This is an optimization exercise on Yosys and OpenROAD, whose aim is small area, a short achievable clock period and few clock cycles per item, not a production implementation.
The RTL was checked by simulation tests, not by an equivalence proof against the original design.

==> design/flow/standard.sh <==
#!/bin/bash
# synth_recipe.tcl (not shown) runs the flow's synth.tcl, then flattens the netlist and writes it again
# the make line also repeats each setting of config.mk as NAME=value (left out here)
make -C /OpenROAD-flow-scripts/flow DESIGN_CONFIG=/design/flow/config.mk WORK_HOME=/design/flow/orfs CLKGATE_MAP_FILE= SYNTH_SCRIPT=/design/flow/synth_recipe.tcl "${@:-finish}"
==> design/flow/flow/run.sh <==
#!/bin/bash
# The standard layout, with two changes to how it is made:
#  - Yosys's synth runs without its early ABC pass (SYNTH_ARGS=-noabc), so
#    that the full adders are found before the logic is remapped and do not
#    need inverters around them; the final ABC mapping is unchanged;
#  - repair_timing is asked for extra setup slack so that the gates on the
#    filter loop are sized for speed.
# The SDC (clock period, I/O delays) is the standard flow's own and is not touched.
set -euo pipefail
export SETUP_SLACK_MARGIN=26
export MAKEFLAGS="SYNTH_ARGS=-noabc"
bash standard.sh > standard.log 2>&1
==> design/flow/constraint.sdc <==
create_clock -name core_clock -period 35.0 [get_ports {clk}]
set_input_delay 7.0000 -clock core_clock [delete_from_list [all_inputs] [get_ports {clk}]]
set_output_delay 7.0000 -clock core_clock [all_outputs]
set_load 0.01 [all_outputs]
==> design/flow/design.v <==
module mul07_tree (input wire [23:0] ms, input wire sh, output wire [48:0] w);
    wire nsh = ~sh;
    wire t1 = ms[17] ^ ms[16];
    wire t2 = ms[17] & ms[16];
    wire t3 = ms[18] ^ ms[17] ^ ms[14];
    wire t4 = (ms[18] & ms[17]) | (ms[18] & ms[14]) | (ms[17] & ms[14]);
    wire t5 = ms[19] ^ ms[18] ^ ms[15];
    wire t6 = (ms[19] & ms[18]) | (ms[19] & ms[15]) | (ms[18] & ms[15]);
    wire t7 = ms[20] ^ ms[19] ^ ms[16];
    wire t8 = (ms[20] & ms[19]) | (ms[20] & ms[16]) | (ms[19] & ms[16]);
    wire t9 = ms[15] ^ ms[12];
    wire t10 = ms[15] & ms[12];
    wire t11 = ms[21] ^ ms[20] ^ ms[17];
    wire t12 = (ms[21] & ms[20]) | (ms[21] & ms[17]) | (ms[20] & ms[17]);
    wire t13 = ms[16] ^ ms[13] ^ ms[12];
    wire t14 = (ms[16] & ms[13]) | (ms[16] & ms[12]) | (ms[13] & ms[12]);
    wire t15 = ms[9] ^ ms[8];
    wire t16 = ms[9] & ms[8];
    wire t17 = ms[22] ^ ms[21] ^ ms[18];
    wire t18 = (ms[22] & ms[21]) | (ms[22] & ms[18]) | (ms[21] & ms[18]);
    wire t19 = ms[17] ^ ms[14] ^ ms[13];
    wire t20 = (ms[17] & ms[14]) | (ms[17] & ms[13]) | (ms[14] & ms[13]);
    wire t21 = ms[10] ^ ms[9] ^ ms[6];
    wire t22 = (ms[10] & ms[9]) | (ms[10] & ms[6]) | (ms[9] & ms[6]);
    wire t23 = ms[5] ^ ms[2];
    wire t24 = ms[5] & ms[2];
    wire t25 = ms[23] ^ ms[22] ^ ms[19];
    wire t26 = (ms[23] & ms[22]) | (ms[23] & ms[19]) | (ms[22] & ms[19]);
    wire t27 = ms[18] ^ ms[15] ^ ms[14];
    wire t28 = (ms[18] & ms[15]) | (ms[18] & ms[14]) | (ms[15] & ms[14]);
    wire t29 = ms[11] ^ ms[10] ^ ms[7];
    wire t30 = (ms[11] & ms[10]) | (ms[11] & ms[7]) | (ms[10] & ms[7]);
    wire t31 = ms[6] ^ ms[3] ^ ms[2];
    wire t32 = (ms[6] & ms[3]) | (ms[6] & ms[2]) | (ms[3] & ms[2]);
    wire t33 = ms[23] ^ ms[20] ^ ms[19];
    wire t34 = (ms[23] & ms[20]) | (ms[23] & ms[19]) | (ms[20] & ms[19]);
    wire t35 = ms[16] ^ ms[15] ^ ms[12];
    wire t36 = (ms[16] & ms[15]) | (ms[16] & ms[12]) | (ms[15] & ms[12]);
    wire t37 = ms[11] ^ ms[8] ^ ms[7];
    wire t38 = (ms[11] & ms[8]) | (ms[11] & ms[7]) | (ms[8] & ms[7]);
    wire t39 = ms[4] ^ ms[3];
    wire t40 = ms[4] & ms[3];
    wire t41 = ms[21] ^ ms[20] ^ ms[17];
    wire t42 = (ms[21] & ms[20]) | (ms[21] & ms[17]) | (ms[20] & ms[17]);
    wire t43 = ms[16] ^ ms[13] ^ ms[12];
    wire t44 = (ms[16] & ms[13]) | (ms[16] & ms[12]) | (ms[13] & ms[12]);
    wire t45 = ms[9] ^ ms[8] ^ ms[5];
    wire t46 = (ms[9] & ms[8]) | (ms[9] & ms[5]) | (ms[8] & ms[5]);
    wire t47 = ms[22] ^ ms[21] ^ ms[18];
    wire t48 = (ms[22] & ms[21]) | (ms[22] & ms[18]) | (ms[21] & ms[18]);
    wire t49 = ms[17] ^ ms[14] ^ ms[13];
    wire t50 = (ms[17] & ms[14]) | (ms[17] & ms[13]) | (ms[14] & ms[13]);
    wire t51 = ms[10] ^ ms[9];
    wire t52 = ms[10] & ms[9];
    wire t53 = ms[23] ^ ms[22] ^ ms[19];
    wire t54 = (ms[23] & ms[22]) | (ms[23] & ms[19]) | (ms[22] & ms[19]);
    wire t55 = ms[18] ^ ms[15] ^ ms[14];
    wire t56 = (ms[18] & ms[15]) | (ms[18] & ms[14]) | (ms[15] & ms[14]);
    wire t57 = ms[11] ^ ms[10];
    wire t58 = ms[11] & ms[10];
    wire t59 = ms[23] ^ ms[20] ^ ms[19];
    wire t60 = (ms[23] & ms[20]) | (ms[23] & ms[19]) | (ms[20] & ms[19]);
    wire t61 = ms[16] ^ ms[15] ^ ms[12];
    wire t62 = (ms[16] & ms[15]) | (ms[16] & ms[12]) | (ms[15] & ms[12]);
    wire t63 = ms[21] ^ ms[20] ^ ms[17];
    wire t64 = (ms[21] & ms[20]) | (ms[21] & ms[17]) | (ms[20] & ms[17]);
    wire t65 = ms[22] ^ ms[21];
    wire t66 = ms[22] & ms[21];
    wire t67 = ms[23] ^ ms[22];
    wire t68 = ms[23] & ms[22];
    wire t69 = ms[12] ^ ms[11];
    wire t70 = ms[12] & ms[11];
    wire t71 = ms[13] ^ ms[12] ^ ms[9];
    wire t72 = (ms[13] & ms[12]) | (ms[13] & ms[9]) | (ms[12] & ms[9]);
    wire t73 = ms[8] ^ ms[5];
    wire t74 = ms[8] & ms[5];
    wire t75 = ms[14] ^ ms[13] ^ ms[10];
    wire t76 = (ms[14] & ms[13]) | (ms[14] & ms[10]) | (ms[13] & ms[10]);
    wire t77 = ms[9] ^ ms[6] ^ ms[5];
    wire t78 = (ms[9] & ms[6]) | (ms[9] & ms[5]) | (ms[6] & ms[5]);
    wire t79 = ms[15] ^ ms[14] ^ ms[11];
    wire t80 = (ms[15] & ms[14]) | (ms[15] & ms[11]) | (ms[14] & ms[11]);
    wire t81 = ms[10] ^ ms[7] ^ ms[6];
    wire t82 = (ms[10] & ms[7]) | (ms[10] & ms[6]) | (ms[7] & ms[6]);
    wire t83 = ms[16] ^ ms[15] ^ ms[12];
    wire t84 = (ms[16] & ms[15]) | (ms[16] & ms[12]) | (ms[15] & ms[12]);
    wire t85 = ms[11] ^ ms[8] ^ ms[7];
    wire t86 = (ms[11] & ms[8]) | (ms[11] & ms[7]) | (ms[8] & ms[7]);
    wire t87 = ms[4] ^ ms[3];
    wire t88 = ms[4] & ms[3];
    wire t89 = ms[13] ^ ms[12] ^ ms[9];
    wire t90 = (ms[13] & ms[12]) | (ms[13] & ms[9]) | (ms[12] & ms[9]);
    wire t91 = ms[8] ^ ms[5] ^ ms[4];
    wire t92 = (ms[8] & ms[5]) | (ms[8] & ms[4]) | (ms[5] & ms[4]);
    wire t93 = ms[1] ^ ms[0] ^ t1;
    wire t94 = (ms[1] & ms[0]) | (ms[1] & t1) | (ms[0] & t1);
    wire t95 = ms[13] ^ ms[10] ^ ms[9];
    wire t96 = (ms[13] & ms[10]) | (ms[13] & ms[9]) | (ms[10] & ms[9]);
    wire t97 = ms[6] ^ ms[5] ^ ms[2];
    wire t98 = (ms[6] & ms[5]) | (ms[6] & ms[2]) | (ms[5] & ms[2]);
    wire t99 = ms[1] ^ t2 ^ t3;
    wire t100 = (ms[1] & t2) | (ms[1] & t3) | (t2 & t3);
    wire t101 = ms[14] ^ ms[11] ^ ms[10];
    wire t102 = (ms[14] & ms[11]) | (ms[14] & ms[10]) | (ms[11] & ms[10]);
    wire t103 = ms[7] ^ ms[6] ^ ms[3];
    wire t104 = (ms[7] & ms[6]) | (ms[7] & ms[3]) | (ms[6] & ms[3]);
    wire t105 = ms[2] ^ t4 ^ t5;
    wire t106 = (ms[2] & t4) | (ms[2] & t5) | (t4 & t5);
    wire t107 = ms[11] ^ ms[8] ^ ms[7];
    wire t108 = (ms[11] & ms[8]) | (ms[11] & ms[7]) | (ms[8] & ms[7]);
    wire t109 = ms[4] ^ ms[3] ^ ms[0];
    wire t110 = (ms[4] & ms[3]) | (ms[4] & ms[0]) | (ms[3] & ms[0]);
    wire t111 = t6 ^ t7 ^ t9;
    wire t112 = (t6 & t7) | (t6 & t9) | (t7 & t9);
    wire t113 = ms[5] ^ ms[4] ^ ms[1];
    wire t114 = (ms[5] & ms[4]) | (ms[5] & ms[1]) | (ms[4] & ms[1]);
    wire t115 = ms[0] ^ t8 ^ t10;
    wire t116 = (ms[0] & t8) | (ms[0] & t10) | (t8 & t10);
    wire t117 = t11 ^ t13 ^ t15;
    wire t118 = (t11 & t13) | (t11 & t15) | (t13 & t15);
    wire t119 = ms[1] ^ 1'b1 ^ t12;
    wire t120 = (ms[1] & 1'b1) | (ms[1] & t12) | (1'b1 & t12);
    wire t121 = t14 ^ t16 ^ t17;
    wire t122 = (t14 & t16) | (t14 & t17) | (t16 & t17);
    wire t123 = t19 ^ t21 ^ t23;
    wire t124 = (t19 & t21) | (t19 & t23) | (t21 & t23);
    wire t125 = ms[0] ^ t18 ^ t20;
    wire t126 = (ms[0] & t18) | (ms[0] & t20) | (t18 & t20);
    wire t127 = t22 ^ t24 ^ t25;
    wire t128 = (t22 & t24) | (t22 & t25) | (t24 & t25);
    wire t129 = t27 ^ t29 ^ t31;
    wire t130 = (t27 & t29) | (t27 & t31) | (t29 & t31);
    wire t131 = ms[1] ^ t26 ^ t28;
    wire t132 = (ms[1] & t26) | (ms[1] & t28) | (t26 & t28);
    wire t133 = t30 ^ t32 ^ t33;
    wire t134 = (t30 & t32) | (t30 & t33) | (t32 & t33);
    wire t135 = t35 ^ t37 ^ t39;
    wire t136 = (t35 & t37) | (t35 & t39) | (t37 & t39);
    wire t137 = ms[4] ^ ms[2] ^ t34;
    wire t138 = (ms[4] & ms[2]) | (ms[4] & t34) | (ms[2] & t34);
    wire t139 = t36 ^ t38 ^ t40;
    wire t140 = (t36 & t38) | (t36 & t40) | (t38 & t40);
    wire t141 = t41 ^ t43 ^ t45;
    wire t142 = (t41 & t43) | (t41 & t45) | (t43 & t45);
    wire t143 = ms[6] ^ ms[5] ^ ms[3];
    wire t144 = (ms[6] & ms[5]) | (ms[6] & ms[3]) | (ms[5] & ms[3]);
    wire t145 = t42 ^ t44 ^ t46;
    wire t146 = (t42 & t44) | (t42 & t46) | (t44 & t46);
    wire t147 = t47 ^ t49 ^ t51;
    wire t148 = (t47 & t49) | (t47 & t51) | (t49 & t51);
    wire t149 = ms[7] ^ ms[6] ^ ms[4];
    wire t150 = (ms[7] & ms[6]) | (ms[7] & ms[4]) | (ms[6] & ms[4]);
    wire t151 = t48 ^ t50 ^ t52;
    wire t152 = (t48 & t50) | (t48 & t52) | (t50 & t52);
    wire t153 = t53 ^ t55 ^ t57;
    wire t154 = (t53 & t55) | (t53 & t57) | (t55 & t57);
    wire t155 = ms[11] ^ ms[8] ^ ms[7];
    wire t156 = (ms[11] & ms[8]) | (ms[11] & ms[7]) | (ms[8] & ms[7]);
    wire t157 = ms[5] ^ t54 ^ t56;
    wire t158 = (ms[5] & t54) | (ms[5] & t56) | (t54 & t56);
    wire t159 = t58 ^ t59 ^ t61;
    wire t160 = (t58 & t59) | (t58 & t61) | (t59 & t61);
    wire t161 = ms[16] ^ ms[13] ^ ms[12];
    wire t162 = (ms[16] & ms[13]) | (ms[16] & ms[12]) | (ms[13] & ms[12]);
    wire t163 = ms[9] ^ ms[8] ^ ms[6];
    wire t164 = (ms[9] & ms[8]) | (ms[9] & ms[6]) | (ms[8] & ms[6]);
    wire t165 = t60 ^ t62 ^ t63;
    wire t166 = (t60 & t62) | (t60 & t63) | (t62 & t63);
    wire t167 = ms[18] ^ ms[17] ^ ms[14];
    wire t168 = (ms[18] & ms[17]) | (ms[18] & ms[14]) | (ms[17] & ms[14]);
    wire t169 = ms[13] ^ ms[10] ^ ms[9];
    wire t170 = (ms[13] & ms[10]) | (ms[13] & ms[9]) | (ms[10] & ms[9]);
    wire t171 = ms[7] ^ t64 ^ t65;
    wire t172 = (ms[7] & t64) | (ms[7] & t65) | (t64 & t65);
    wire t173 = ms[19] ^ ms[18] ^ ms[15];
    wire t174 = (ms[19] & ms[18]) | (ms[19] & ms[15]) | (ms[18] & ms[15]);
    wire t175 = ms[14] ^ ms[11] ^ ms[10];
    wire t176 = (ms[14] & ms[11]) | (ms[14] & ms[10]) | (ms[11] & ms[10]);
    wire t177 = ms[8] ^ t66 ^ t67;
    wire t178 = (ms[8] & t66) | (ms[8] & t67) | (t66 & t67);
    wire t179 = ms[23] ^ ms[20] ^ ms[19];
    wire t180 = (ms[23] & ms[20]) | (ms[23] & ms[19]) | (ms[20] & ms[19]);
    wire t181 = ms[16] ^ ms[15] ^ ms[12];
    wire t182 = (ms[16] & ms[15]) | (ms[16] & ms[12]) | (ms[15] & ms[12]);
    wire t183 = ms[11] ^ ms[9] ^ t68;
    wire t184 = (ms[11] & ms[9]) | (ms[11] & t68) | (ms[9] & t68);
    wire t185 = ms[21] ^ ms[20] ^ ms[17];
    wire t186 = (ms[21] & ms[20]) | (ms[21] & ms[17]) | (ms[20] & ms[17]);
    wire t187 = ms[16] ^ ms[13] ^ ms[12];
    wire t188 = (ms[16] & ms[13]) | (ms[16] & ms[12]) | (ms[13] & ms[12]);
    wire t189 = ms[22] ^ ms[21] ^ ms[18];
    wire t190 = (ms[22] & ms[21]) | (ms[22] & ms[18]) | (ms[21] & ms[18]);
    wire t191 = ms[17] ^ ms[14];
    wire t192 = ms[17] & ms[14];
    wire t193 = ms[23] ^ ms[22] ^ ms[19];
    wire t194 = (ms[23] & ms[22]) | (ms[23] & ms[19]) | (ms[22] & ms[19]);
    wire t195 = ms[18] ^ ms[15];
    wire t196 = ms[18] & ms[15];
    wire t197 = ms[23] ^ ms[20] ^ ms[19];
    wire t198 = (ms[23] & ms[20]) | (ms[23] & ms[19]) | (ms[20] & ms[19]);
    wire t199 = ms[8] ^ ms[7];
    wire t200 = ms[8] & ms[7];
    wire t201 = ms[9] ^ ms[8] ^ ms[5];
    wire t202 = (ms[9] & ms[8]) | (ms[9] & ms[5]) | (ms[8] & ms[5]);
    wire t203 = ms[4] ^ ms[1];
    wire t204 = ms[4] & ms[1];
    wire t205 = ms[10] ^ ms[9] ^ ms[6];
    wire t206 = (ms[10] & ms[9]) | (ms[10] & ms[6]) | (ms[9] & ms[6]);
    wire t207 = ms[5] ^ ms[2] ^ ms[1];
    wire t208 = (ms[5] & ms[2]) | (ms[5] & ms[1]) | (ms[2] & ms[1]);
    wire t209 = ms[11] ^ ms[10] ^ ms[7];
    wire t210 = (ms[11] & ms[10]) | (ms[11] & ms[7]) | (ms[10] & ms[7]);
    wire t211 = ms[6] ^ ms[3] ^ ms[2];
    wire t212 = (ms[6] & ms[3]) | (ms[6] & ms[2]) | (ms[3] & ms[2]);
    wire t213 = ms[8] ^ ms[7] ^ ms[4];
    wire t214 = (ms[8] & ms[7]) | (ms[8] & ms[4]) | (ms[7] & ms[4]);
    wire t215 = ms[3] ^ ms[0] ^ t69;
    wire t216 = (ms[3] & ms[0]) | (ms[3] & t69) | (ms[0] & t69);
    wire t217 = ms[4] ^ ms[1] ^ ms[0];
    wire t218 = (ms[4] & ms[1]) | (ms[4] & ms[0]) | (ms[1] & ms[0]);
    wire t219 = t70 ^ t71 ^ t73;
    wire t220 = (t70 & t71) | (t70 & t73) | (t71 & t73);
    wire t221 = ms[2] ^ ms[1] ^ t72;
    wire t222 = (ms[2] & ms[1]) | (ms[2] & t72) | (ms[1] & t72);
    wire t223 = t74 ^ t75 ^ t77;
    wire t224 = (t74 & t75) | (t74 & t77) | (t75 & t77);
    wire t225 = ms[3] ^ ms[2] ^ t76;
    wire t226 = (ms[3] & ms[2]) | (ms[3] & t76) | (ms[2] & t76);
    wire t227 = t78 ^ t79 ^ t81;
    wire t228 = (t78 & t79) | (t78 & t81) | (t79 & t81);
    wire t229 = ms[0] ^ t80 ^ t82;
    wire t230 = (ms[0] & t80) | (ms[0] & t82) | (t80 & t82);
    wire t231 = t83 ^ t85 ^ t87;
    wire t232 = (t83 & t85) | (t83 & t87) | (t85 & t87);
    wire t233 = t84 ^ t86 ^ t88;
    wire t234 = (t84 & t86) | (t84 & t88) | (t86 & t88);
    wire t235 = t89 ^ t91 ^ t93;
    wire t236 = (t89 & t91) | (t89 & t93) | (t91 & t93);
    wire t237 = t90 ^ t92 ^ t94;
    wire t238 = (t90 & t92) | (t90 & t94) | (t92 & t94);
    wire t239 = t95 ^ t97 ^ t99;
    wire t240 = (t95 & t97) | (t95 & t99) | (t97 & t99);
    wire t241 = t96 ^ t98 ^ t100;
    wire t242 = (t96 & t98) | (t96 & t100) | (t98 & t100);
    wire t243 = t101 ^ t103 ^ t105;
    wire t244 = (t101 & t103) | (t101 & t105) | (t103 & t105);
    wire t245 = t102 ^ t104 ^ t106;
    wire t246 = (t102 & t104) | (t102 & t106) | (t104 & t106);
    wire t247 = t107 ^ t109 ^ t111;
    wire t248 = (t107 & t109) | (t107 & t111) | (t109 & t111);
    wire t249 = t108 ^ t110 ^ t112;
    wire t250 = (t108 & t110) | (t108 & t112) | (t110 & t112);
    wire t251 = t113 ^ t115 ^ t117;
    wire t252 = (t113 & t115) | (t113 & t117) | (t115 & t117);
    wire t253 = t114 ^ t116 ^ t118;
    wire t254 = (t114 & t116) | (t114 & t118) | (t116 & t118);
    wire t255 = t119 ^ t121 ^ t123;
    wire t256 = (t119 & t121) | (t119 & t123) | (t121 & t123);
    wire t257 = t120 ^ t122 ^ t124;
    wire t258 = (t120 & t122) | (t120 & t124) | (t122 & t124);
    wire t259 = t125 ^ t127 ^ t129;
    wire t260 = (t125 & t127) | (t125 & t129) | (t127 & t129);
    wire t261 = t126 ^ t128 ^ t130;
    wire t262 = (t126 & t128) | (t126 & t130) | (t128 & t130);
    wire t263 = t131 ^ t133 ^ t135;
    wire t264 = (t131 & t133) | (t131 & t135) | (t133 & t135);
    wire t265 = t132 ^ t134 ^ t136;
    wire t266 = (t132 & t134) | (t132 & t136) | (t134 & t136);
    wire t267 = t137 ^ t139 ^ t141;
    wire t268 = (t137 & t139) | (t137 & t141) | (t139 & t141);
    wire t269 = t138 ^ t140 ^ t142;
    wire t270 = (t138 & t140) | (t138 & t142) | (t140 & t142);
    wire t271 = t143 ^ t145 ^ t147;
    wire t272 = (t143 & t145) | (t143 & t147) | (t145 & t147);
    wire t273 = t144 ^ t146 ^ t148;
    wire t274 = (t144 & t146) | (t144 & t148) | (t146 & t148);
    wire t275 = t149 ^ t151 ^ t153;
    wire t276 = (t149 & t151) | (t149 & t153) | (t151 & t153);
    wire t277 = t150 ^ t152 ^ t154;
    wire t278 = (t150 & t152) | (t150 & t154) | (t152 & t154);
    wire t279 = t155 ^ t157 ^ t159;
    wire t280 = (t155 & t157) | (t155 & t159) | (t157 & t159);
    wire t281 = t156 ^ t158 ^ t160;
    wire t282 = (t156 & t158) | (t156 & t160) | (t158 & t160);
    wire t283 = t161 ^ t163 ^ t165;
    wire t284 = (t161 & t163) | (t161 & t165) | (t163 & t165);
    wire t285 = t162 ^ t164 ^ t166;
    wire t286 = (t162 & t164) | (t162 & t166) | (t164 & t166);
    wire t287 = t167 ^ t169 ^ t171;
    wire t288 = (t167 & t169) | (t167 & t171) | (t169 & t171);
    wire t289 = t168 ^ t170 ^ t172;
    wire t290 = (t168 & t170) | (t168 & t172) | (t170 & t172);
    wire t291 = t173 ^ t175 ^ t177;
    wire t292 = (t173 & t175) | (t173 & t177) | (t175 & t177);
    wire t293 = t174 ^ t176 ^ t178;
    wire t294 = (t174 & t176) | (t174 & t178) | (t176 & t178);
    wire t295 = t179 ^ t181 ^ t183;
    wire t296 = (t179 & t181) | (t179 & t183) | (t181 & t183);
    wire t297 = ms[10] ^ t180 ^ t182;
    wire t298 = (ms[10] & t180) | (ms[10] & t182) | (t180 & t182);
    wire t299 = t184 ^ t185 ^ t187;
    wire t300 = (t184 & t185) | (t184 & t187) | (t185 & t187);
    wire t301 = ms[13] ^ ms[11] ^ t186;
    wire t302 = (ms[13] & ms[11]) | (ms[13] & t186) | (ms[11] & t186);
    wire t303 = t188 ^ t189 ^ t191;
    wire t304 = (t188 & t189) | (t188 & t191) | (t189 & t191);
    wire t305 = ms[14] ^ ms[12] ^ t190;
    wire t306 = (ms[14] & ms[12]) | (ms[14] & t190) | (ms[12] & t190);
    wire t307 = t192 ^ t193 ^ t195;
    wire t308 = (t192 & t193) | (t192 & t195) | (t193 & t195);
    wire t309 = ms[16] ^ ms[15] ^ ms[13];
    wire t310 = (ms[16] & ms[15]) | (ms[16] & ms[13]) | (ms[15] & ms[13]);
    wire t311 = t194 ^ t196 ^ t197;
    wire t312 = (t194 & t196) | (t194 & t197) | (t196 & t197);
    wire t313 = ms[21] ^ ms[20] ^ ms[17];
    wire t314 = (ms[21] & ms[20]) | (ms[21] & ms[17]) | (ms[20] & ms[17]);
    wire t315 = ms[16] ^ ms[14] ^ t198;
    wire t316 = (ms[16] & ms[14]) | (ms[16] & t198) | (ms[14] & t198);
    wire t317 = ms[22] ^ ms[21] ^ ms[18];
    wire t318 = (ms[22] & ms[21]) | (ms[22] & ms[18]) | (ms[21] & ms[18]);
    wire t319 = ms[17] ^ ms[15];
    wire t320 = ms[17] & ms[15];
    wire t321 = ms[23] ^ ms[22] ^ ms[19];
    wire t322 = (ms[23] & ms[22]) | (ms[23] & ms[19]) | (ms[22] & ms[19]);
    wire t323 = ms[18] ^ ms[16];
    wire t324 = ms[18] & ms[16];
    wire t325 = ms[23] ^ ms[20] ^ ms[19];
    wire t326 = (ms[23] & ms[20]) | (ms[23] & ms[19]) | (ms[20] & ms[19]);
    wire t327 = ms[5] ^ ms[4];
    wire t328 = ms[5] & ms[4];
    wire t329 = ms[6] ^ ms[5] ^ ms[2];
    wire t330 = (ms[6] & ms[5]) | (ms[6] & ms[2]) | (ms[5] & ms[2]);
    wire t331 = ms[7] ^ ms[6] ^ ms[3];
    wire t332 = (ms[7] & ms[6]) | (ms[7] & ms[3]) | (ms[6] & ms[3]);
    wire t333 = ms[4] ^ ms[3] ^ ms[0];
    wire t334 = (ms[4] & ms[3]) | (ms[4] & ms[0]) | (ms[3] & ms[0]);
    wire t335 = ms[0] ^ t200 ^ t201;
    wire t336 = (ms[0] & t200) | (ms[0] & t201) | (t200 & t201);
    wire t337 = t202 ^ t204 ^ t205;
    wire t338 = (t202 & t204) | (t202 & t205) | (t204 & t205);
    wire t339 = t206 ^ t208 ^ t209;
    wire t340 = (t206 & t208) | (t206 & t209) | (t208 & t209);
    wire t341 = t210 ^ t212 ^ t213;
    wire t342 = (t210 & t212) | (t210 & t213) | (t212 & t213);
    wire t343 = t214 ^ t216 ^ t217;
    wire t344 = (t214 & t216) | (t214 & t217) | (t216 & t217);
    wire t345 = t218 ^ t220 ^ t221;
    wire t346 = (t218 & t220) | (t218 & t221) | (t220 & t221);
    wire t347 = t222 ^ t224 ^ t225;
    wire t348 = (t222 & t224) | (t222 & t225) | (t224 & t225);
    wire t349 = t226 ^ t228 ^ t229;
    wire t350 = (t226 & t228) | (t226 & t229) | (t228 & t229);
    wire t351 = t230 ^ t232 ^ t233;
    wire t352 = (t230 & t232) | (t230 & t233) | (t232 & t233);
    wire t353 = t234 ^ t236 ^ t237;
    wire t354 = (t234 & t236) | (t234 & t237) | (t236 & t237);
    wire t355 = t238 ^ t240 ^ t241;
    wire t356 = (t238 & t240) | (t238 & t241) | (t240 & t241);
    wire t357 = t242 ^ t244 ^ t245;
    wire t358 = (t242 & t244) | (t242 & t245) | (t244 & t245);
    wire t359 = t246 ^ t248 ^ t249;
    wire t360 = (t246 & t248) | (t246 & t249) | (t248 & t249);
    wire t361 = t250 ^ t252 ^ t253;
    wire t362 = (t250 & t252) | (t250 & t253) | (t252 & t253);
    wire t363 = t254 ^ t256 ^ t257;
    wire t364 = (t254 & t256) | (t254 & t257) | (t256 & t257);
    wire t365 = t258 ^ t260 ^ t261;
    wire t366 = (t258 & t260) | (t258 & t261) | (t260 & t261);
    wire t367 = t262 ^ t264 ^ t265;
    wire t368 = (t262 & t264) | (t262 & t265) | (t264 & t265);
    wire t369 = t266 ^ t268 ^ t269;
    wire t370 = (t266 & t268) | (t266 & t269) | (t268 & t269);
    wire t371 = t270 ^ t272 ^ t273;
    wire t372 = (t270 & t272) | (t270 & t273) | (t272 & t273);
    wire t373 = t274 ^ t276 ^ t277;
    wire t374 = (t274 & t276) | (t274 & t277) | (t276 & t277);
    wire t375 = t278 ^ t280 ^ t281;
    wire t376 = (t278 & t280) | (t278 & t281) | (t280 & t281);
    wire t377 = t282 ^ t284 ^ t285;
    wire t378 = (t282 & t284) | (t282 & t285) | (t284 & t285);
    wire t379 = t286 ^ t288 ^ t289;
    wire t380 = (t286 & t288) | (t286 & t289) | (t288 & t289);
    wire t381 = t290 ^ t292 ^ t293;
    wire t382 = (t290 & t292) | (t290 & t293) | (t292 & t293);
    wire t383 = t294 ^ t296 ^ t297;
    wire t384 = (t294 & t296) | (t294 & t297) | (t296 & t297);
    wire t385 = t298 ^ t300 ^ t301;
    wire t386 = (t298 & t300) | (t298 & t301) | (t300 & t301);
    wire t387 = t302 ^ t304 ^ t305;
    wire t388 = (t302 & t304) | (t302 & t305) | (t304 & t305);
    wire t389 = t306 ^ t308 ^ t309;
    wire t390 = (t306 & t308) | (t306 & t309) | (t308 & t309);
    wire t391 = t310 ^ t312 ^ t313;
    wire t392 = (t310 & t312) | (t310 & t313) | (t312 & t313);
    wire t393 = t314 ^ t316 ^ t317;
    wire t394 = (t314 & t316) | (t314 & t317) | (t316 & t317);
    wire t395 = t318 ^ t320 ^ t321;
    wire t396 = (t318 & t320) | (t318 & t321) | (t320 & t321);
    wire t397 = ms[17] ^ t322 ^ t324;
    wire t398 = (ms[17] & t322) | (ms[17] & t324) | (t322 & t324);
    wire t399 = ms[21] ^ ms[20] ^ ms[18];
    wire t400 = (ms[21] & ms[20]) | (ms[21] & ms[18]) | (ms[20] & ms[18]);
    wire t401 = ms[22] ^ ms[21];
    wire t402 = ms[22] & ms[21];
    wire t403 = ms[23] ^ ms[22];
    wire t404 = ms[23] & ms[22];
    wire t405 = ms[4] ^ ms[3];
    wire t406 = ms[4] & ms[3];
    wire t407 = ms[1] ^ ms[0] ^ t327;
    wire t408 = (ms[1] & ms[0]) | (ms[1] & t327) | (ms[0] & t327);
    wire t409 = ms[1] ^ t328 ^ t329;
    wire t410 = (ms[1] & t328) | (ms[1] & t329) | (t328 & t329);
    wire t411 = ms[2] ^ t330 ^ t331;
    wire t412 = (ms[2] & t330) | (ms[2] & t331) | (t330 & t331);
    wire t413 = t199 ^ t332 ^ t333;
    wire t414 = (t199 & t332) | (t199 & t333) | (t332 & t333);
    wire t415 = t203 ^ t334 ^ t335;
    wire t416 = (t203 & t334) | (t203 & t335) | (t334 & t335);
    wire t417 = t207 ^ t336 ^ t337;
    wire t418 = (t207 & t336) | (t207 & t337) | (t336 & t337);
    wire t419 = t211 ^ t338 ^ t339;
    wire t420 = (t211 & t338) | (t211 & t339) | (t338 & t339);
    wire t421 = t215 ^ t340 ^ t341;
    wire t422 = (t215 & t340) | (t215 & t341) | (t340 & t341);
    wire t423 = t219 ^ t342 ^ t343;
    wire t424 = (t219 & t342) | (t219 & t343) | (t342 & t343);
    wire t425 = t223 ^ t344 ^ t345;
    wire t426 = (t223 & t344) | (t223 & t345) | (t344 & t345);
    wire t427 = t227 ^ t346 ^ t347;
    wire t428 = (t227 & t346) | (t227 & t347) | (t346 & t347);
    wire t429 = t231 ^ t348 ^ t349;
    wire t430 = (t231 & t348) | (t231 & t349) | (t348 & t349);
    wire t431 = t235 ^ t350 ^ t351;
    wire t432 = (t235 & t350) | (t235 & t351) | (t350 & t351);
    wire t433 = t239 ^ t352 ^ t353;
    wire t434 = (t239 & t352) | (t239 & t353) | (t352 & t353);
    wire t435 = t243 ^ t354 ^ t355;
    wire t436 = (t243 & t354) | (t243 & t355) | (t354 & t355);
    wire t437 = t247 ^ t356 ^ t357;
    wire t438 = (t247 & t356) | (t247 & t357) | (t356 & t357);
    wire t439 = t251 ^ t358 ^ t359;
    wire t440 = (t251 & t358) | (t251 & t359) | (t358 & t359);
    wire t441 = t255 ^ t360 ^ t361;
    wire t442 = (t255 & t360) | (t255 & t361) | (t360 & t361);
    wire t443 = t259 ^ t362 ^ t363;
    wire t444 = (t259 & t362) | (t259 & t363) | (t362 & t363);
    wire t445 = t263 ^ t364 ^ t365;
    wire t446 = (t263 & t364) | (t263 & t365) | (t364 & t365);
    wire t447 = t267 ^ t366 ^ t367;
    wire t448 = (t267 & t366) | (t267 & t367) | (t366 & t367);
    wire t449 = t271 ^ t368 ^ t369;
    wire t450 = (t271 & t368) | (t271 & t369) | (t368 & t369);
    wire t451 = t275 ^ t370 ^ t371;
    wire t452 = (t275 & t370) | (t275 & t371) | (t370 & t371);
    wire t453 = t279 ^ t372 ^ t373;
    wire t454 = (t279 & t372) | (t279 & t373) | (t372 & t373);
    wire t455 = t283 ^ t374 ^ t375;
    wire t456 = (t283 & t374) | (t283 & t375) | (t374 & t375);
    wire t457 = t287 ^ t376 ^ t377;
    wire t458 = (t287 & t376) | (t287 & t377) | (t376 & t377);
    wire t459 = t291 ^ t378 ^ t379;
    wire t460 = (t291 & t378) | (t291 & t379) | (t378 & t379);
    wire t461 = t295 ^ t380 ^ t381;
    wire t462 = (t295 & t380) | (t295 & t381) | (t380 & t381);
    wire t463 = t299 ^ t382 ^ t383;
    wire t464 = (t299 & t382) | (t299 & t383) | (t382 & t383);
    wire t465 = t303 ^ t384 ^ t385;
    wire t466 = (t303 & t384) | (t303 & t385) | (t384 & t385);
    wire t467 = t307 ^ t386 ^ t387;
    wire t468 = (t307 & t386) | (t307 & t387) | (t386 & t387);
    wire t469 = t311 ^ t388 ^ t389;
    wire t470 = (t311 & t388) | (t311 & t389) | (t388 & t389);
    wire t471 = t315 ^ t390 ^ t391;
    wire t472 = (t315 & t390) | (t315 & t391) | (t390 & t391);
    wire t473 = t319 ^ t392 ^ t393;
    wire t474 = (t319 & t392) | (t319 & t393) | (t392 & t393);
    wire t475 = t323 ^ t394 ^ t395;
    wire t476 = (t323 & t394) | (t323 & t395) | (t394 & t395);
    wire t477 = t325 ^ t396 ^ t397;
    wire t478 = (t325 & t396) | (t325 & t397) | (t396 & t397);
    wire t479 = t326 ^ t398 ^ t399;
    wire t480 = (t326 & t398) | (t326 & t399) | (t398 & t399);
    wire t481 = ms[19] ^ t400 ^ t401;
    wire t482 = (ms[19] & t400) | (ms[19] & t401) | (t400 & t401);
    wire t483 = ms[20] ^ t402 ^ t403;
    wire t484 = (ms[20] & t402) | (ms[20] & t403) | (t402 & t403);
    wire t485 = ms[23] ^ ms[21] ^ t404;
    wire t486 = (ms[23] & ms[21]) | (ms[23] & t404) | (ms[21] & t404);
    wire t487 = t440 ^ t441 ^ nsh;
    wire t488 = (t440 & t441) | (t440 & nsh) | (t441 & nsh);
    wire t489 = t442 ^ t443;
    wire t490 = t442 & t443;
    wire t491 = t444 ^ t445;
    wire t492 = t444 & t445;
    wire t493 = t446 ^ t447;
    wire t494 = t446 & t447;
    wire t495 = t448 ^ t449;
    wire t496 = t448 & t449;
    wire t497 = t450 ^ t451;
    wire t498 = t450 & t451;
    wire t499 = t452 ^ t453;
    wire t500 = t452 & t453;
    wire t501 = t454 ^ t455;
    wire t502 = t454 & t455;
    wire t503 = t456 ^ t457;
    wire t504 = t456 & t457;
    wire t505 = t458 ^ t459;
    wire t506 = t458 & t459;
    wire t507 = t460 ^ t461;
    wire t508 = t460 & t461;
    wire t509 = t462 ^ t463;
    wire t510 = t462 & t463;
    wire t511 = t464 ^ t465;
    wire t512 = t464 & t465;
    wire t513 = t466 ^ t467;
    wire t514 = t466 & t467;
    wire t515 = t468 ^ t469;
    wire t516 = t468 & t469;
    wire t517 = t470 ^ t471;
    wire t518 = t470 & t471;
    wire t519 = t472 ^ t473;
    wire t520 = t472 & t473;
    wire t521 = t474 ^ t475;
    wire t522 = t474 & t475;
    wire t523 = t476 ^ t477;
    wire t524 = t476 & t477;
    wire t525 = t478 ^ t479;
    wire t526 = t478 & t479;
    wire t527 = t480 ^ t481;
    wire t528 = t480 & t481;
    wire t529 = t482 ^ t483;
    wire t530 = t482 & t483;
    wire t531 = t484 ^ t485;
    wire t532 = t484 & t485;
    wire t533 = ms[22] ^ t486;
    wire t534 = ms[22] & t486;
    wire [48:0] ra = {1'b0, 1'b0, t534, t532, t530, t528, t526, t524, t522, t520, t518, t516, t514, t512, t510, t508, t506, t504, t502, t500, t498, t496, t494, t492, t490, t488, t487, t438, t436, t434, t432, t430, t428, t426, t424, t422, t420, t418, t416, t414, t412, t410, t408, t406, ms[0], ms[3], ms[2], ms[1], ms[0]};
    wire [48:0] rb = {1'b0, 1'b0, ms[23], t533, t531, t529, t527, t525, t523, t521, t519, t517, t515, t513, t511, t509, t507, t505, t503, t501, t499, t497, t495, t493, t491, t489, 1'b0, t439, t437, t435, t433, t431, t429, t427, t425, t423, t421, t419, t417, t415, t413, t411, t409, t407, t405, ms[2], ms[1], ms[0], 1'b0};
    assign w = ra + rb;
endmodule
module filt_step (
    input  wire [30:0] s,
    input  wire        hs,        
    input  wire [7:0]  te,
    input  wire [23:0] tm,
    output wire [30:0] y,
    output wire        hy         
);
    wire [7:0]  es  = s[30:23];
    wire [23:0] ms  = {hs, s[22:0]};
    wire        big = es > 8'd1;
    wire        p47 = ms >= 24'hB6DB6E;         
    wire        sh  = big & ~p47;               
    wire [48:0] w;
    mul07_tree u_tree (.ms(ms), .sh(sh), .w(w));
    wire [7:0]  esf = big ? es : 8'd1;
    wire [7:0]  eh  = esf - {7'd0, sh};
    wire        hge = eh >= te;
    wire [24:0] mh  = sh ? w[47:23] : w[48:24];    
    wire [7:0]  da  = eh - te;
    wire        fa  = da > 8'd27;
    wire [27:0] tx  = {1'b0, tm, 3'b000};
    wire [27:0] ts  = tx >> da[4:0];
    wire        tl  = fa ? (|tm) : (|(tx & ~(28'hFFFFFFF << da[4:0])));
    wire [27:0] tz  = fa ? {27'd0, tl} : {ts[27:1], ts[0] | tl};
    wire [7:0]  db  = te - esf + 8'd1;
    wire        fb  = db > 8'd28;
    wire [28:0] hx  = {w[48:24], w[23] & sh, 3'b000};
    wire [28:0] hsh = hx >> db[4:0];
    wire        hl  = fb ? (|hx) : (|(hx & ~(29'h1FFFFFFF << db[4:0])));
    wire [27:0] hz  = fb ? {27'd0, hl} : {hsh[27:1], hsh[0] | hl};
    wire [24:0] xa  = hge ? mh : {1'b0, tm};
    wire [27:0] zb  = hge ? tz : hz;
    wire [7:0]  ex  = hge ? eh : te;
    wire [2:0]  low = zb[2:0];
    wire [24:0] zh  = zb[27:3];
    wire [25:0] ya  = {1'b0, xa} + {1'b0, zh};
    wire [26:0] yc  = {1'b0, xa, 1'b1} + {1'b0, zh, 1'b1};
    wire [25:0] yb  = yc[26:1];                 
    wire        ovf = ya[24];
    wire        inc0 = low[2] & (low[1] | low[0] | ya[0]);
    wire        inc1 = ya[0] & ((|low) | ya[1]);
    wire [24:0] m0  = inc0 ? yb[24:0] : ya[24:0];
    wire [24:0] m1  = inc1 ? yb[25:1] : ya[25:1];
    wire [24:0] mn  = ovf ? m1 : m0;
    wire [24:0] px  = xa ^ zh;
    wire        ro0 = inc0 & (&px[23:0]) & ~px[24];
    wire        ro1 = inc1 & (&px[24:0]);
    wire [7:0]  exm = ex - 8'd1;
    wire [7:0]  ex1 = ex + 8'd1;
    wire [7:0]  ex2 = ex + 8'd2;
    wire        sub = (ex == 8'd1);
    wire [7:0]  ey0 = ro0 ? ex1 : ((sub & ~m0[23]) ? exm : ex);
    wire [7:0]  ey1 = ro1 ? ex2 : ex1;
    wire [7:0]  ey  = ovf ? ey1 : ey0;
    assign y  = {ey, mn[22:0]};
    assign hy = ~sub | ovf | m0[24] | m0[23];
endmodule
module mul03_pre (
    input  wire [30:0] x,
    output wire [25:0] mx2,
    output wire [7:0]  er
);
    wire [7:0]  ex  = x[30:23];
    wire [23:0] mx  = {ex != 8'd0, x[22:0]};
    wire        q47 = mx >= 24'hD55555;         
    wire        lo  = ex < 8'd2;
    wire        e2  = ex == 8'd2;
    assign mx2 = lo ? {2'b00, mx} : (e2 | q47) ? {1'b0, mx, 1'b0} : {mx, 2'b00};
    assign er  = (lo | e2) ? 8'd1 : (q47 ? ex - 8'd1 : ex - 8'd2);
endmodule
module mul03 (
    input  wire [25:0] mx2,
    input  wire [7:0]  er,
    output wire [7:0]  e,
    output wire [23:0] m
);
    wire [29:0] b9  = {4'd0, mx2} + {1'b0, mx2, 3'b000};
    wire [33:0] b153 = {4'd0, b9} + {b9, 4'd0};
    wire [49:0] q   = {16'd0, b153} + {8'd0, b153, 8'd0} + {b153, 16'd0} + {24'd0, mx2};
    wire [23:0] mt  = q[48:25];
    wire        g   = q[24];
    wire        st  = |mx2[22:0];                 
    wire        inc = g & (st | mt[0]);
    assign m = mt + {23'd0, inc};
    assign e = er;
endmodule
module amf_rx (
    input  wire        clk,
    input  wire        rst,
    input  wire        in_valid,
    output wire        in_ready,
    input  wire [31:0] sample,
    output reg         frm_valid,
    output wire [63:0] frm_payload,
    output reg         frm_crc_ok
);
    assign in_ready = 1'b1;
    reg        m_valid;
    reg [25:0] m_x2;             
    reg [7:0]  m_er;             
    wire [25:0] x2_next;
    wire [7:0]  er_next;
    mul03_pre u_pre (.x(sample[30:0]), .mx2(x2_next), .er(er_next));
    always @(posedge clk) begin
        m_valid <= in_valid & ~rst;
        m_x2    <= x2_next;
        m_er    <= er_next;
    end
    reg        t_valid;
    reg [7:0]  t_e;
    reg [23:0] t_m;
    wire [7:0]  te_next;
    wire [23:0] tm_next;
    mul03 u_new (.mx2(m_x2), .er(m_er), .e(te_next), .m(tm_next));
    always @(posedge clk) begin
        t_valid <= m_valid & ~rst;
        t_e     <= te_next;
        t_m     <= tm_next;
    end
    reg  [30:0] smoothed;
    reg         smoothed_h;      
    wire        smoothed_h_next;
    reg  [4:0]  decim_count;
    reg         fwd_valid;
    wire [30:0] smoothed_next;
    filt_step u_filt (.s(smoothed), .hs(smoothed_h), .te(t_e), .tm(t_m),
                      .y(smoothed_next), .hy(smoothed_h_next));
    always @(posedge clk) begin
        if (rst) begin
            smoothed    <= 31'd0;
            smoothed_h  <= 1'b0;
            decim_count <= 5'd0;
            fwd_valid   <= 1'b0;
        end else begin
            fwd_valid <= t_valid && decim_count == 5'd16;
            if (t_valid) begin
                smoothed    <= smoothed_next;
                smoothed_h  <= smoothed_h_next;
                decim_count <= (decim_count == 5'd16) ? 5'd0 : decim_count + 5'd1;
            end
        end
    end
    wire        chip_valid;
    wire        chip;
    peak_ser u_peak (.clk(clk), .rst(rst), .start(fwd_valid), .v(smoothed),
                     .chip(chip), .chip_valid(chip_valid));
    localparam [1:0] LOW_A = 2'd0, LOW_B = 2'd1, HIGH_A = 2'd2, HIGH_B = 2'd3;
    localparam [15:0] X48A = 16'h807B;    
    localparam [11:0] X48Q = 12'h913;     
    reg        last_chip;
    reg  [2:0] since_edge;
    reg  [1:0] phase;
    reg [47:0] frame;           
    reg  [3:0] ones;            
    reg [15:0] rem_a;           
    reg [11:0] rem_q;           
    wire [2:0] since_next = (chip != last_chip) ? 3'd1 : since_edge + 3'd1;
    wire       mid_bit    = (since_next == 3'd4);
    wire       emit       = chip_valid && mid_bit && phase[0];
    wire       d          = phase[1];
    wire       match      = ~frame[47] && (ones == 4'd15);
    reg [1:0] phase_next;
    always @* begin
        case (phase)
            LOW_A:   phase_next = chip ? HIGH_B : LOW_A;
            LOW_B:   phase_next = chip ? HIGH_A : LOW_A;
            HIGH_A:  phase_next = chip ? HIGH_A : LOW_B;
            default: phase_next = chip ? HIGH_A : LOW_A;
        endcase
    end
    wire [16:0] ra  = {rem_a, d};
    wire [15:0] ra1 = (ra[16] ? ra[15:0] ^ 16'h8005 : ra[15:0]) ^ (frame[47] ? X48A : 16'd0);
    wire [12:0] rq  = {rem_q, d};
    wire [11:0] rq1 = (rq[12] ? rq[11:0] ^ 12'h805 : rq[11:0]) ^ (frame[47] ? X48Q : 12'd0);
    wire [3:0]  brand = frame[46:43];
    wire        crc_next = (brand == 4'd2 || brand == 4'd10) ? (rq1 == 12'd0 && frame[2:0] == 3'd0 && ~d)
                                                           : (ra1 == 16'd0);
    always @(posedge clk) begin
        if (rst) begin
            last_chip  <= 1'b0;
            since_edge <= 3'd0;
            phase      <= LOW_A;
        end else if (chip_valid) begin
            last_chip  <= chip;
            since_edge <= since_next;
            if (mid_bit)
                phase <= phase_next;
        end
    end
    always @(posedge clk) begin
        if (rst || frm_valid) begin
            frame     <= 48'd0;
            ones      <= 4'd0;
            rem_a     <= 16'd0;
            rem_q     <= 12'd0;
            frm_valid <= 1'b0;
        end else if (emit) begin
            frame     <= {frame[46:0], d};
            ones      <= frame[47] ? ones + {3'd0, ones != 4'd15} : 4'd0;
            rem_a     <= ra1;
            rem_q     <= rq1;
            frm_valid <= match;
        end
    end
    always @(posedge clk)
        frm_crc_ok <= crc_next;
    assign frm_payload = {16'hFFFE, frame};
endmodule
module peak_ser (
    input  wire        clk,
    input  wire        rst,
    input  wire        start,
    input  wire [30:0] v,
    output reg         chip,
    output reg         chip_valid
);
    localparam [25:0] FLOOR = 26'hAAAAAB;       
    localparam [25:0] ONE   = 26'h2000000;
    reg  [25:0] ook_max;        
    reg  [25:0] cr;             
    reg         busy;
    reg  [3:0]  cnt;
    reg         vsmall, c_ge_f, c_gt_q, dhi, fl, thi;
    reg         bo;             
    reg         gt;             
    reg  [1:0]  zc;             
    reg         zz;             
    wire [7:0]  ve = v[30:23];
    wire [25:0] c  = (ve >= 8'd127) ? ONE :
                     (ve == 8'd126) ? {1'b0, 1'b1, v[22:0], 1'b0} :
                                      {2'b00, 1'b1, v[22:0]};
    wire        first = cnt == 4'd0;
    wire [25:0] delta = dhi ? 26'd3356 : 26'd3355;
    wire [1:0]  dk    = delta[{cnt, 1'b0} +: 2];
    wire [2:0]  dt    = {1'b0, ook_max[1:0]} - {1'b0, dk} - {2'b00, bo};
    wire [1:0]  dd    = dt[1:0];
    wire [1:0]  cc    = cr[1:0];
    wire        gt_n  = (cc > dd) | ((cc == dd) & gt);
    wire [1:0]  z4c   = first ? 2'b00 : cr[25:24];
    wire        dprev = ~first & ook_max[25];
    wire [1:0]  znd   = ~dd;
    wire [1:0]  zn2d  = {~dd[0], ~dprev};
    wire [1:0]  zk    = thi ? (first ? 2'b10 : 2'b11) : 2'b00;
    wire [3:0]  zs    = {2'b00, z4c} + {2'b00, znd} + {2'b00, zn2d} + {2'b00, zk} + {2'b00, zc};
    wire [3:0]  zt    = {2'b00, cr[25:24]} + 4'd3 + {2'b00, 1'b1, ~ook_max[25]} + {2'b00, thi, thi} + {2'b00, zc};
    wire        zsign = zt[2] ^ thi;           
    wire [2:0]  ztop  = {zsign, zt[1:0]};
    wire        zeq   = zz & (ztop == 3'd0);
    wire        zpos  = ~zsign & ~zeq;
    wire        gt_d  = zpos | (zeq & (thi ? cr[1] : cr[0]));
    wire        take  = ~vsmall & (fl ? c_ge_f : gt);
    wire        chp   = take | (~vsmall & (fl ? c_gt_q : gt_d));
    always @(posedge clk) begin
        if (rst) begin
            ook_max    <= FLOOR;
            busy       <= 1'b0;
            chip_valid <= 1'b0;
        end else begin
            chip_valid <= 1'b0;
            if (start) begin
                busy   <= 1'b1;
                cnt    <= 4'd0;
                cr     <= c;
                vsmall <= ve < 8'd125;
                c_ge_f <= c >= FLOOR;
                c_gt_q <= c > 26'h800000;      
                dhi    <= ook_max >= 26'd16780572;    
                fl     <= ook_max < 26'd11188166;     
                thi    <= ook_max >= 26'd22372978;    
                bo     <= 1'b0;
                gt     <= 1'b0;
                zc     <= 2'd0;
                zz     <= 1'b1;
            end else if (busy) begin
                if (cnt != 4'd13) begin
                    cnt     <= cnt + 4'd1;
                    cr      <= {cr[1:0], cr[25:2]};
                    ook_max <= {dd, ook_max[25:2]};
                    bo      <= dt[2];
                    gt      <= gt_n;
                    zc      <= zs[3:2];
                    zz      <= zz & (zs[1:0] == 2'd0);
                end else begin
                    busy       <= 1'b0;
                    chip       <= chp;
                    chip_valid <= 1'b1;
                    ook_max    <= take ? cr : (fl ? FLOOR : ook_max);
                end
            end
        end
    end
endmodule
==> design/flow/config.mk <==
export PLATFORM = sky130hd
export DESIGN_NAME = amf_rx
export DESIGN_NICKNAME = amf_rx
export VERILOG_FILES = /design/flow/design.v
export SDC_FILE = /design/flow/constraint.sdc
export NUM_CORES = 4
export LEC_CHECK = 0
export ABC_AREA = 1
export CAP_MARGIN = 20
export CORE_MARGIN = 2
export CORE_UTILIZATION = 40
export SLEW_MARGIN = 20
==> summary.md, run 1 <==
| Metric | Value |
|---|---|
| Worst reg2reg startpoint | `smoothed[12]` |
| # rows | `106` |
| Total CTS buffers | `29` |
| Synth Flop Type | `dfxtp_1` |
| Final instance area | `38000 um^2` |
| Final hold viol count | `0` |
| Setup CP Type | `input port to register` |
| TritonCTS clock tree | `done` |
| CP startpoint | `sample[6]` |
| Post-Synthesis Mean Instance Area | `6.77 um^2` |
| Total track usage | `24.4%` |
| Via/cell ratio | `5.38` |
| Fin crit share | `25.2%` |
| Die area | `87100 um^2` |
| Area fraction of the dominant cell type after synthesis | `13.1%` |
| Synth area leader | `dfxtp_1` |
| Critical Path Fanout Max | `22` |
| Worst path required time | `35.45 ns` |
| Clk_skew | `0.0136 ns` |
| Area Growth Syn to Fin | `11.9%` |
| HP Start | `m_er[0]` |
| First-pass DRT Iterations | `6` |
| DRC | `0` |
| Maximum clock path buffer count | `3` |
| Core ar. | `83800 um^2` |
| Destination of the worst hold path | `t_e[0]` |
| Worst-margin pin slew | `0.864 ns` |
| Max-Cap Viols | `0` |
| First-pass GRT wire length | `170 mm` |
| Clk sinks | `264` |
| Syn Std Cell Area | `33900 um^2` |
| Wire per inst | `17.5 um` |
| Crit path DAT | `9.28 ns` |
| Post-DP HPWL | `87.8 mm` |
| Vias in the first global route | `31.3k` |
| Startpoint Class | `input port` |
| Largest cells by area after synthesis | `dfxtp_1 (13%), nand2_1 (12%), fa_1 (12%)` |
| Post-synthesis sequential area ratio | `16.8%` |
| Nets | `5621` |
| Die Y-Extent | `295 um` |
| Hold depth | `0` |
| Hold Buf Count CTS | `0` |
| Final setup vio count | `0` |
| Post-synthesis cell type count | `74` |
| Reg clk slew, reported paths | `0.06 ns` |
| Final ANT Viol Nets | `0` |
| Status | `timing/DRC/antenna clean` |
| Antenna cell count | `0` |
| Relative slew slack | `42.0%` |
| Gpl congestion | `1.00` |
| Final WL | `109 mm` |
| R2R cell count | `43` |
| Max-slew violation count | `0` |
| # H-tree levels | `1` |
| Chip width | `295 um` |
| Hold Crit Class | `register to register` |
| Largest net degree at the start of global routing | `84` |
| Via count | `33.4k` |
| Initial antenna violation count | `0` |
| Synth Warn # | `2` |
| Min Tclk post-route | `8.84 ns` |
| Post-DP Area | `35800 um^2` |
| DR iter-0 viols | `2607` |
| CTS Root Cell | `clkbuf_16` |
| Synthesized instance count | `5011` |
| R2r endpoint | `smoothed[23]` |
| Final setup TNS | `0 ns` |
| Max Freq | `0.113 GHz` |
| I/O Buffers | `83` |
| Register bit total from synthesis | `264` |
| Io pins | `102` |
| Post-synth EDFFs | `42` |
| Setup crit end kind | `register` |
| Ratio of cells with drive above 1 in the final layout | `6.87%` |
| Initial Util | `40.5%` |
| Grt ovf | `0` |
| Worst-skew pair later-pin latency | `0.58 ns` |
| Synth async-reset ratio | `0%` |
| RSZ-0062 raised after global routing | `yes` |
==> cells in the mapped netlist (44+ instances only) <==
cell      number
xnor2_1       47
nand3_1      327
nand2_1     1123
o21ai_0      407
nor2_1       494
xor2_1       167
nand4_1       50
clkbuf_1     111
ha_1         321
o211ai_1      52
a31oi_1       44
inv_1        607
fa_1         209
dfxtp_1      222
nor3_1        70
a21oi_1      375
==> stage by stage <==
step,utilization [%],setup WS (ns),std cells,hold WS (ns)
3_3_place_gp,42.7,24.53,6121,0.312
5_1_grt,45.3,25.87,6212,0.334
2_1_floorplan,-,26.01,5027,0.310
6_report,45.3,26.16,6212,0.326
3_5_place_dp,42.7,24.54,6121,0.312
4_1_cts,44.3,26.02,6187,0.325
==> logic make-up (layout without fill, tap and decap cells) <==
logic type,Yosys count,in the layout,share of synthesized area [%]
AND/OR/NAND/NOR,2146,2146,26.4
XOR/XNOR,216,216,5.62
other,2,18,0.0221
flip-flops,264,264,16.8
multiplexers,15,15,0.443
buffers and inverters,797,848,9.23
AO/OA/AOI/OAI,1041,1041,17.3
adder cells (fa/ha/maj),530,530,24.2
==> sequential cells by signal, summed over array words and instances, names as in the netlist, 8 cells and up <==
register        flops
u_peak.ook_max     26
m_er                8
u_peak.cr          26
t_m                24
rem_a              16
t_e                 8
rem_q              12
smoothed           31
m_x2               26
frame              48
==> placed cells by master, fill, tap and decap left out, drive strengths merged, types with 50 or more instances in the layout <==
| master | count |
|---|---|
| nand2 | 1133 |
| inv | 629 |
| nor2 | 504 |
| o21ai | 434 |
| a21oi | 375 |
| nand3 | 331 |
| ha | 321 |
| dfxtp | 222 |
| fa | 209 |
| xor2 | 168 |
| clkdlybuf4s50 | 77 |
| buf | 75 |
| nor3 | 73 |
| o211ai | 52 |
| nand4 | 50 |
==> worst max-delay path, cell delays in order <==
cell and delay, ns:
clkdlybuf4s50_1 0.49, inv_1 0.08, o21ai_2 0.12, a21oi_1 0.07, o21ai_1 0.15, a31oi_1 0.11, o221ai_1 0.18, nand2_1 0.07
nand2_1 0.09, nand2_1 0.09, nor2_4 0.16, nor2_4 0.06, buf_12 0.13, buf_12 0.12, clkinv_8 0.08, a21oi_1 0.06
o21ai_0 0.10, o21ai_0 0.11
==> how the worst max path moves through the flow <==
stage	end
after CTS	smoothed[23]
after global placement	m_x2[19]
after global routing	smoothed[23]
after detailed placement	m_x2[19]
after floorplan	m_x2[15]
final	m_x2[2]
==> what timing repair did <==
action / CTS / global route
buffers inserted: 9 / 25
setup endpoints to repair: 75 / 81
pin swaps: 8 / 21
gates resized for setup: 72 / 166
gates cloned: 4 / 0
==> layer usage <==
layer	share of wire, %	track usage (%)	vias to the layer above	wire, um
li1	-	-	16683	-
met1	46	33.4	15712	49800
met2	47	40.6	865	50800
met3	4.5	2.11	182	4860
met4	3.3	7.54	0	3590
met5	0	0	-	0
==> layout make-up <==
| class | instances | area [um^2] |
|---|---|---|
| Fill cell | 8837 | 45900 |
| Multi-Input combinational cell | 3966 | 25800 |
| Inverter | 634 | 2400 |
| Tap cell | 1134 | 1420 |
| Clock buffer | 43 | 868 |
| Timing Repair Buffer | 158 | 1540 |
| Sequential cell | 264 | 5760 |
| Clock inverter | 10 | 91.3 |
| Timing Repair inverter | 3 | 27.5 |
Testbench counts, summed over its fixed seeds: cycles 882,746, items 882,746.
==> run 2, diff against run 1 <==
--- a/design/flow/design.v
+++ b/design/flow/design.v
@@ -558,3 +558,3 @@
     wire        hge = eh >= te;
-    wire [24:0] mh  = sh ? w[47:23] : w[48:24];    
+    wire [23:0] mh  = sh ? w[46:23] : w[47:24];
     wire [7:0]  da  = eh - te;
@@ -571,3 +571,3 @@
     wire [27:0] hz  = fb ? {27'd0, hl} : {hsh[27:1], hsh[0] | hl};
-    wire [24:0] xa  = hge ? mh : {1'b0, tm};
+    wire [23:0] xa  = hge ? mh : tm;
     wire [27:0] zb  = hge ? tz : hz;
@@ -575,5 +575,5 @@
     wire [2:0]  low = zb[2:0];
-    wire [24:0] zh  = zb[27:3];
-    wire [25:0] ya  = {1'b0, xa} + {1'b0, zh};
-    wire [26:0] yc  = {1'b0, xa, 1'b1} + {1'b0, zh, 1'b1};
+    wire [23:0] zh  = zb[26:3];                 
+    wire [25:0] ya  = {2'b00, xa} + {2'b00, zh};
+    wire [26:0] yc  = {2'b00, xa, 1'b1} + {2'b00, zh, 1'b1};
     wire [25:0] yb  = yc[26:1];                 
@@ -585,11 +585,9 @@
     wire [24:0] mn  = ovf ? m1 : m0;
-    wire [24:0] px  = xa ^ zh;
-    wire        ro0 = inc0 & (&px[23:0]) & ~px[24];
-    wire        ro1 = inc1 & (&px[24:0]);
+    wire [23:0] px  = xa ^ zh;
+    wire        ro0 = inc0 & (&px);
     wire [7:0]  exm = ex - 8'd1;
     wire [7:0]  ex1 = ex + 8'd1;
-    wire [7:0]  ex2 = ex + 8'd2;
     wire        sub = (ex == 8'd1);
     wire [7:0]  ey0 = ro0 ? ex1 : ((sub & ~m0[23]) ? exm : ex);
-    wire [7:0]  ey1 = ro1 ? ex2 : ex1;
+    wire [7:0]  ey1 = ex1;
     wire [7:0]  ey  = ovf ? ey1 : ey0;
==> run 2 against run 1 <==
  * Still clean
  * Flip-flop and latch count is the same
  * Final cell count shrank 3.5%
  * Wire length decreased by 3.1%
  * Synthesized area down 1.6%
  * Highest routed layer unchanged
==> summary.md, run 2 <==
| Metric | Value |
|---|---|
| Post-synth EDFFs | `42` |
| Most frequent cells in the layout | `nand2_1 (1056), inv_1 (591), nor2_1 (437), o21ai_0 (386), a21oi_1 (377)` |
| Largest reg by FF count | `frame` |
| Post-Synthesis Mean Instance Area | `6.85 um^2` |
| Setup crit end kind | `register` |
| Io pins | `102` |
| Relative slew slack | `31.1%` |
| Top Registers | `frame: 48 flops, smoothed: 31 flops` |
| Final WL | `106 mm` |
| Vias in the first global route | `30.7k` |
| Largest register FFs | `48` |
| Clk sinks | `264` |
| Core ar. | `82400 um^2` |
| Commonest cells post-synth | `nand2_1 (1067), inv_1 (597), nor2_1 (448)` |
| Worst-margin pin slew | `1.03 ns` |
| Hold Buf Count CTS | `0` |
| Slowest cell on crit path | `clkdlybuf4s50_1` |
| Most frequent cell after synthesis | `nand2_1` |
| Chip width | `293 um` |
| Most common library cell in the layout ignoring fill and taps | `nand2_1` |
| First-pass GRT wire length | `168 mm` |
| I/O Buffers | `83` |
| DRC | `0` |
| Worst-skew pair later-pin latency | `0.58 ns` |
| RSZ-0062 raised after global routing | `yes` |
| R2r endpoint | `smoothed[27]` |
| Wire per inst | `17.6 um` |
| CP startpoint | `sample[26]` |
| Synth Flop Type | `dfxtp_1` |
| Critical-path cell list | `clkdlybuf4s50_1 > nor2_2 > inv_1 > nor2_2 > nand2_2 > nand4_1 > o32ai_1 > a21oi_1 > nand2_2 > nor2_4 > buf_12 > clkinvlp_4 > a21oi_1 > o21ai_0 > o21ai_0` |
| TritonCTS clock tree | `done` |
| Gpl congestion | `0.983` |
| Maximum clock path buffer count | `3` |
| # H-tree levels | `1` |
| Post-synthesis cell type count | `66` |
| CTS Root Cell | `clkbuf_16` |
| DR iter-0 viols | `2694` |
| Die area | `85800 um^2` |
| Final hold viol count | `0` |
| Largest cells by area after synthesis | `dfxtp_1 (13%), fa_1 (13%), nand2_1 (12%)` |
| Initial antenna violation count | `0` |
| Via count | `32.2k` |
| Fin crit share | `25.3%` |
| Max-slew violation count | `0` |
| Setup CP Type | `input port to register` |
| Worst path required time | `35.45 ns` |
| Nets | `5466` |
| Synth async-reset ratio | `0%` |
| Total track usage | `24.1%` |
| Via/cell ratio | `5.37` |
| Synth Warn # | `2` |
| Post-DP HPWL | `85.5 mm` |
| Max Freq | `0.113 GHz` |
| Worst reg2reg startpoint | `smoothed[9]` |
| Initial Util | `40.5%` |
| Area Growth Syn to Fin | `10.0%` |
| Antenna cell count | `0` |
| Fill cells | `8494` |
| Min Tclk post-route | `8.86 ns` |
| Area fraction of the dominant cell type after synthesis | `13.3%` |
| Synthesized instance count | `4876` |
| CP peak stage delay | `0.47 ns` |
| Reg clk slew, reported paths | `0.06 ns` |
| First-pass DRT Iterations | `6` |
| Register bit total from synthesis | `264` |
| Critical Path Fanout Max | `10` |
| Synth area leader | `dfxtp_1` |
| Max-Cap Viols | `0` |
| Final ANT Viol Nets | `0` |
| Largest net degree at the start of global routing | `84` |
| Grt ovf | `0` |
| Post-synthesis sequential area ratio | `17.1%` |
| Die Y-Extent | `293 um` |
| Final setup TNS | `0 ns` |
| Total CTS buffers | `28` |
| Hold Crit Class | `register to register` |
| Worst slack, placed | `23.74 ns` |
| Ratio of cells with drive above 1 in the final layout | `5.48%` |
| Status | `timing/DRC/antenna clean` |
| # rows | `105` |
| Critical path endpoint | `m_x2[16]` |
| Worst Setup Slack, final | `26.14 ns` |
| Crit path DAT | `9.31 ns` |
| Syn Std Cell Area | `33400 um^2` |
| Startpoint Class | `input port` |
| Final setup vio count | `0` |
| R2R cell count | `36` |
| Clk_skew | `0.0236 ns` |
run 2: cell count changes in the layout (fill, tap and decap cells not counted), sizes merged, moves of 9 or more:
cell    delta
nand2     -62
nor3       -9
a21oi     +18
a31oi     -12
o22ai     +12
buf       -21
nor2      -51
o211ai    -25
inv       -21
nand4      +9
run 2: logic make-up after synthesis:
logic type / Yosys count / synth area share, %
adder cells (fa/ha/maj): 527 / 24.5
AND/OR/NAND/NOR: 2033 / 25.4
flip-flops: 264 / 17.1
XOR/XNOR: 218 / 5.86
multiplexers: 18 / 0.540
other: 2 / 0.0225
buffers and inverters: 777 / 9.16
AO/OA/AOI/OAI: 1037 / 17.4
run 2: repair_timing:
item	in CTS	in global routing
resized for setup	50	93
setup buffers	4	15
endpoints found under the setup margin	56	72
pin swaps	3	10
cloned	5	2
run 2: worst min path at each step:
stage            start      to  slack (ns)  depth (start not counted)
3_3_place_gp   m_er[1]  t_e[1]        0.31                          0
5_1_grt        m_er[4]  t_e[4]        0.32                          0
3_5_place_dp   m_er[7]  t_e[7]        0.31                          0
4_1_cts        m_er[4]  t_e[4]        0.32                          0
2_1_floorplan  m_er[0]  t_e[0]        0.31                          0
6_report       m_er[4]  t_e[4]        0.32                          0
run 2: cell type report:
type / count / area, um^2 / area share, %
clock buffer: 43 / 817 / 2.23
timing repair buffer: 137 / 1280 / 3.49
clock inverter: 7 / 119 / 0.324
sequential: 264 / 5760 / 15.7
multi-input combinational: 3852 / 25000 / 68.2
timing repair inverter: 6 / 40.0 / 0.109
inverter: 615 / 2320 / 6.33
tap: 1070 / 1340 / 3.65
run 2: through the flow:
step | utilization (%) | hold WS (ns) | std cells | instance area [um^2]
floorplan | - | 0.310 | 4892 | 33400
global placement | 42.7 | 0.312 | 5917 | 35100
detailed placement | 42.7 | 0.313 | 5917 | 35100
CTS | 44.0 | 0.323 | 5976 | 36300
global route | 44.6 | 0.324 | 5994 | 36700
finish | 44.6 | 0.324 | 5994 | 36700
run 2: metal layers:
metal | vias up | global-route usage, % | share of wire [%]
met2 | 846 | 40.0 | 46
met3 | 144 | 2.25 | 4.9
met4 | 0 | 5.78 | 2.5
met1 | 14980 | 33.8 | 46
li1 | 16234 | - | -
met5 | - | 0 | 0
run 2: critical path: cells and delay by family:
kind / cells / cell delay, ns
buf+inv: 4 / 0.89
simple gates: 6 / 0.80
compound gates: 5 / 0.61
Testbench counts of run 2, summed over its fixed seeds: cycles 882,746, items 882,746.

[re-timing with driven ports]
How much do the figures lean on ideal ports? The routed layouts below were timed once more, with nothing changed but the port constraints. Step 1 assumes that a clkbuf_16 drives the clock port and a buf_2 every other input. Step 2 times the ports against the registers' clock, not the clock port: input delays grow and output delays shrink by t, the midpoint of the rising clock arrivals with the driver on. Three values: no drivers, after step 1, after step 2; two values: the first two.
run | t (ns) | slack for setup (ns) | hold slack, ns | worst setup path at the end | worst register clock-pin slew, ns
run 1 | 0.637 | 26.163 / 26.201 / 25.563 | 0.326 / 0.326 / 0.326 | input to register | 0.06 / 0.06
run 2 | 0.622 | 26.143 / 26.172 / 25.550 | 0.324 / 0.324 / 0.324 | input to register | 0.07 / 0.07
After both steps every run listed still meets setup and hold. For run 1, which loses most, drivers alone change the setup slack by +0.038 ns; drivers and shift together by -0.600 ns.
